What follows belongs to an exercise in optimizing a design on an open flow for small area, a short achievable clock period and few clock cycles per item; a production flow would make more cautious choices.
In this exercise RTL edits were held to simulation tests only and were not proved equivalent to the original.

## aes256_cbc
module aes256_cbc #(
  parameter [127:0] IV0 = 128'h0102030405060708090a0b0c0d0e0f10
) (
  input  wire         clk,
  input  wire         rst,         
  input  wire         in_valid,
  output wire         in_ready,
  input  wire [1:0]   in_op,
  input  wire         in_first,
  input  wire [127:0] in_data,
  input  wire [255:0] in_key,
  output wire         out_valid,
  input  wire         out_ready,
  output wire [127:0] out_data,
  output wire [1:0]   out_err
);
Size: about 1300 flip-flops, about 520 I/O pins, ~110000 sq um of cells after synthesis.
Settings: LEC_CHECK=0, CAP_MARGIN=30, CORE_MARGIN=2, CORE_UTILIZATION=45, CTS_BUF_LIST=sky130_fd_sc_hd__clkbuf_8, PLACE_DENSITY=0.6, SETUP_SLACK_MARGIN=4.75, SLEW_MARGIN=35, SYNTH_HIERARCHICAL=1, SYNTH_MINIMUM_KEEP_SIZE=0; clock period 11.0 ns.
standard.sh (not shown) runs the stock make flow with config.mk's settings and CLKGATE_MAP_FILE= SYNTH_SCRIPT=/design/flow/synth_recipe.tcl, a recipe that flattens the netlist after the stock synthesis.
==> flow/flow/run.sh <==
#!/bin/bash
# The standard layout (the standard.sh, ORFS synthesis to final), with one change: the port
# buffers that global placement inserts are the smallest buffer cell instead of ORFS's default
# pick (a 4-stage delay buffer). Every port still gets its buffer.
set -euo pipefail
bash standard.sh 'BUFFER_PORTS_ARGS=-buffer_cell sky130_fd_sc_hd__buf_1' finish > standard_flow.log 2>&1
Testbench counts at the start, summed over its fixed seeds: cycles 11,896, items 842.
Next try:
--- a/flow/design.v
+++ b/flow/design.v
@@ -931,70 +931,70 @@
   wire is_kexp = kexp;
   reg         parked;         
   wire at_end  = busy && !parked &&
                  (is_enc ? (rnd == 4'd14) : is_dec ? (rnd == 4'd0) : 1'b1);
   wire done    = at_end || (busy && parked);
   wire fin     = done && (!ovalid || out_ready);
   wire park    = at_end && !fin;
   assign in_ready  = !ovalid && (!busy || done) && !(in_op == OP_DEC && kn_pending);
   assign out_valid = ovalid;
   assign out_data  = obuf;
   assign out_err   = oerr;
   wire accept = in_valid && in_ready;
-  wire last_e = is_enc && rnd == 4'd14;
-  wire [127:0] wa   = w[255:128];
-  wire [127:0] rkey = w[127:0];       
   wire [127:0] sb;
   wire [127:0] ka;
   genvar g;
   generate
     for (g = 0; g < 16; g = g + 1) begin : g_sbox
       localparam integer I = 15 - g;                        
       localparam integer J = I % 4 + 4 * ((I / 4 + I % 4) % 4);
-      localparam integer JE = I % 4 + 4 * ((I / 4 + 4 - I % 4) % 4);   
-      aes_sbox_k u_sb (.a(state[8*g +: 8]),
-                       .k((ka[127 - 8*J -: 8] & {8{dec}}) | (rkey[127 - 8*JE -: 8] & {8{last_e}})),
-                       .y(sb[8*g +: 8]));
+      aes_sbox_k u_sb (.a(state[8*g +: 8]), .k(ka[127 - 8*J -: 8] & {8{dec}}), .y(sb[8*g +: 8]));
     end
   endgenerate
   reg [127:0] sr, isr;
   integer r, c;
   always @(*) begin
     for (r = 0; r < 4; r = r + 1)
       for (c = 0; c < 4; c = c + 1) begin
         sr[127 - 8*(r + 4*c) -: 8]  = sb[127 - 8*(r + 4*((c + r) % 4)) -: 8];
         isr[127 - 8*(r + 4*c) -: 8] = sb[127 - 8*(r + 4*((c + 4 - r) % 4)) -: 8];
       end
   end
+  wire [127:0] wa   = w[255:128];
+  wire [127:0] rkey = w[127:0];       
   wire [127:0] q_enc;
   generate
     for (g = 0; g < 4; g = g + 1) begin : g_emix
       aes_enc_mix u_em (.x(sr[32*g +: 32]), .k(rkey[32*g +: 32]), .y(q_enc[32*g +: 32]));
     end
   endgenerate
   generate
     for (g = 0; g < 16; g = g + 1) begin : g_ka
       sb_alin u_ka (.x(rkey[8*g +: 8]), .y(ka[8*g +: 8]));
     end
   endgenerate
   wire [127:0] xs    = isr;                       
   wire [127:0] q_dec;
   wire [127:0] qe_l, qd_l;                        
   generate
     for (g = 0; g < 4; g = g + 1) begin : g_dmix
       aes_dec_mix u_dm (.x(xs[32*g +: 32]), .m(mask[32*g +: 32]), .y(q_dec[32*g +: 32]),
                         .p(qd_l[32*g +: 32]));
     end
   endgenerate
-  assign qe_l = sr;
+  generate
+    for (g = 0; g < 128; g = g + 1) begin : g_laste
+      sb_xor u_qe (.a(sr[g]), .b(rkey[g]), .y(qe_l[g]));
+    end
+  endgenerate
   wire [31:0] ks_sub;
   generate
     for (g = 0; g < 4; g = g + 1) begin : g_ksbox
       aes_sbox u_ksb (.a(rkey[8*g +: 8]), .y(ks_sub[8*g +: 8]));
     end
   endgenerate
   reg [7:0] rcon;
   always @(*) begin
     case (rnd)
       4'd1:    rcon = 8'h01;
       4'd3:    rcon = 8'h02;
       4'd5:    rcon = 8'h04;
@@ -1025,25 +1025,25 @@
   wire         chain_now = fin && is_enc && !parked;    
   wire         new_enc = (in_op == OP_ENC) && aesv;
   wire         new_dec = (in_op == OP_DEC) && aesv;
   wire [255:0] kstart = (new_dec && !(busy && is_kexp)) ? kn : k0;
   wire [127:0] kin    = in_data ^ kstart[255:128];
   wire [127:0] init_d;                                   
   generate
     for (g = 0; g < 16; g = g + 1) begin : g_initd
       sb_ainv u_id (.x(kin[8*g +: 8]), .y(init_d[8*g +: 8]));
     end
   endgenerate
   wire         use_sr = chain_now && !in_first;
-  wire [127:0] qe     = kin ^ (in_first ? IV0 : chain_now ? 128'h0 : chain);
+  wire [127:0] qe     = kin ^ (in_first ? IV0 : chain_now ? rkey : chain);
   wire         s_d    = dec && !accept;
   wire         s_e    = !dec && !accept;
   wire         s_id   = accept && new_dec;
   wire         s_ie   = accept && !new_dec;
   wire [127:0] sr_use, init_e, st_a, st_b, st_next;
   generate
     for (g = 0; g < 128; g = g + 1) begin : g_next
       sb_and  u_su (.a(sr[g]), .b(use_sr), .y(sr_use[g]));
       sb_xor  u_ie (.a(sr_use[g]), .b(qe[g]), .y(init_e[g]));
       sb_ao22 u_sa (.a(s_id), .b(init_d[g]), .c(s_ie), .d(init_e[g]), .y(st_a[g]));
       sb_ao21 u_sb (.a(s_e), .b(q_enc[g]), .c(st_a[g]), .y(st_b[g]));
       sb_ao21 u_sc (.a(s_d), .b(q_dec[g]), .c(st_b[g]), .y(st_next[g]));
Outcome: Count of clock-buffer cells in the layout goes down by 10; setup slack degrades by 150 ps; non-clock buffer count shrinks by 60; die area is higher by 1.6%; flip-flop and latch count is unchanged; cell count came out higher by 0.69%; utilization went down by 0.59 points; wire length is higher by 1.6%; first-iteration DRC count is higher by 12%; cell area is about the same; hold slack improved by 37 ps; sequential share of layout area barely changes.
Testbench counts after the change, summed over its fixed seeds: cycles 11,896, items 842.

[what the ideal ports hide]
How much do the figures lean on ideal ports? The routed layouts below were timed once more, with nothing changed but the port constraints.
Step 1 sets driving cells, clkbuf_16 on the clock port and buf_2 on the other inputs (assumed; they add their load-dependent delay and slew).
Step 2, shift: input delay + t, output delay - t, t = (earliest + latest rising clock arrival at the registers) / 2. This alone moves slack from input paths to output paths.
Three values: ideal ports, drivers, drivers and shift; two values: the first two.
run | shift t [ns] | setup WS [ns] | worst slew at a driven data input, ns | pins driven straight from the clock port
the first run | 1.157 | 4.936 / 4.936 / 4.169 | 0.26 | 1
the second run | 1.153 | 4.783 / 4.783 / 4.098 | 0.28 | 1
After both steps setup and hold are still met in every run listed. The setup slack of the first run, which loses most, moves by 0.000 ns with the drivers and by -0.767 ns with both steps.
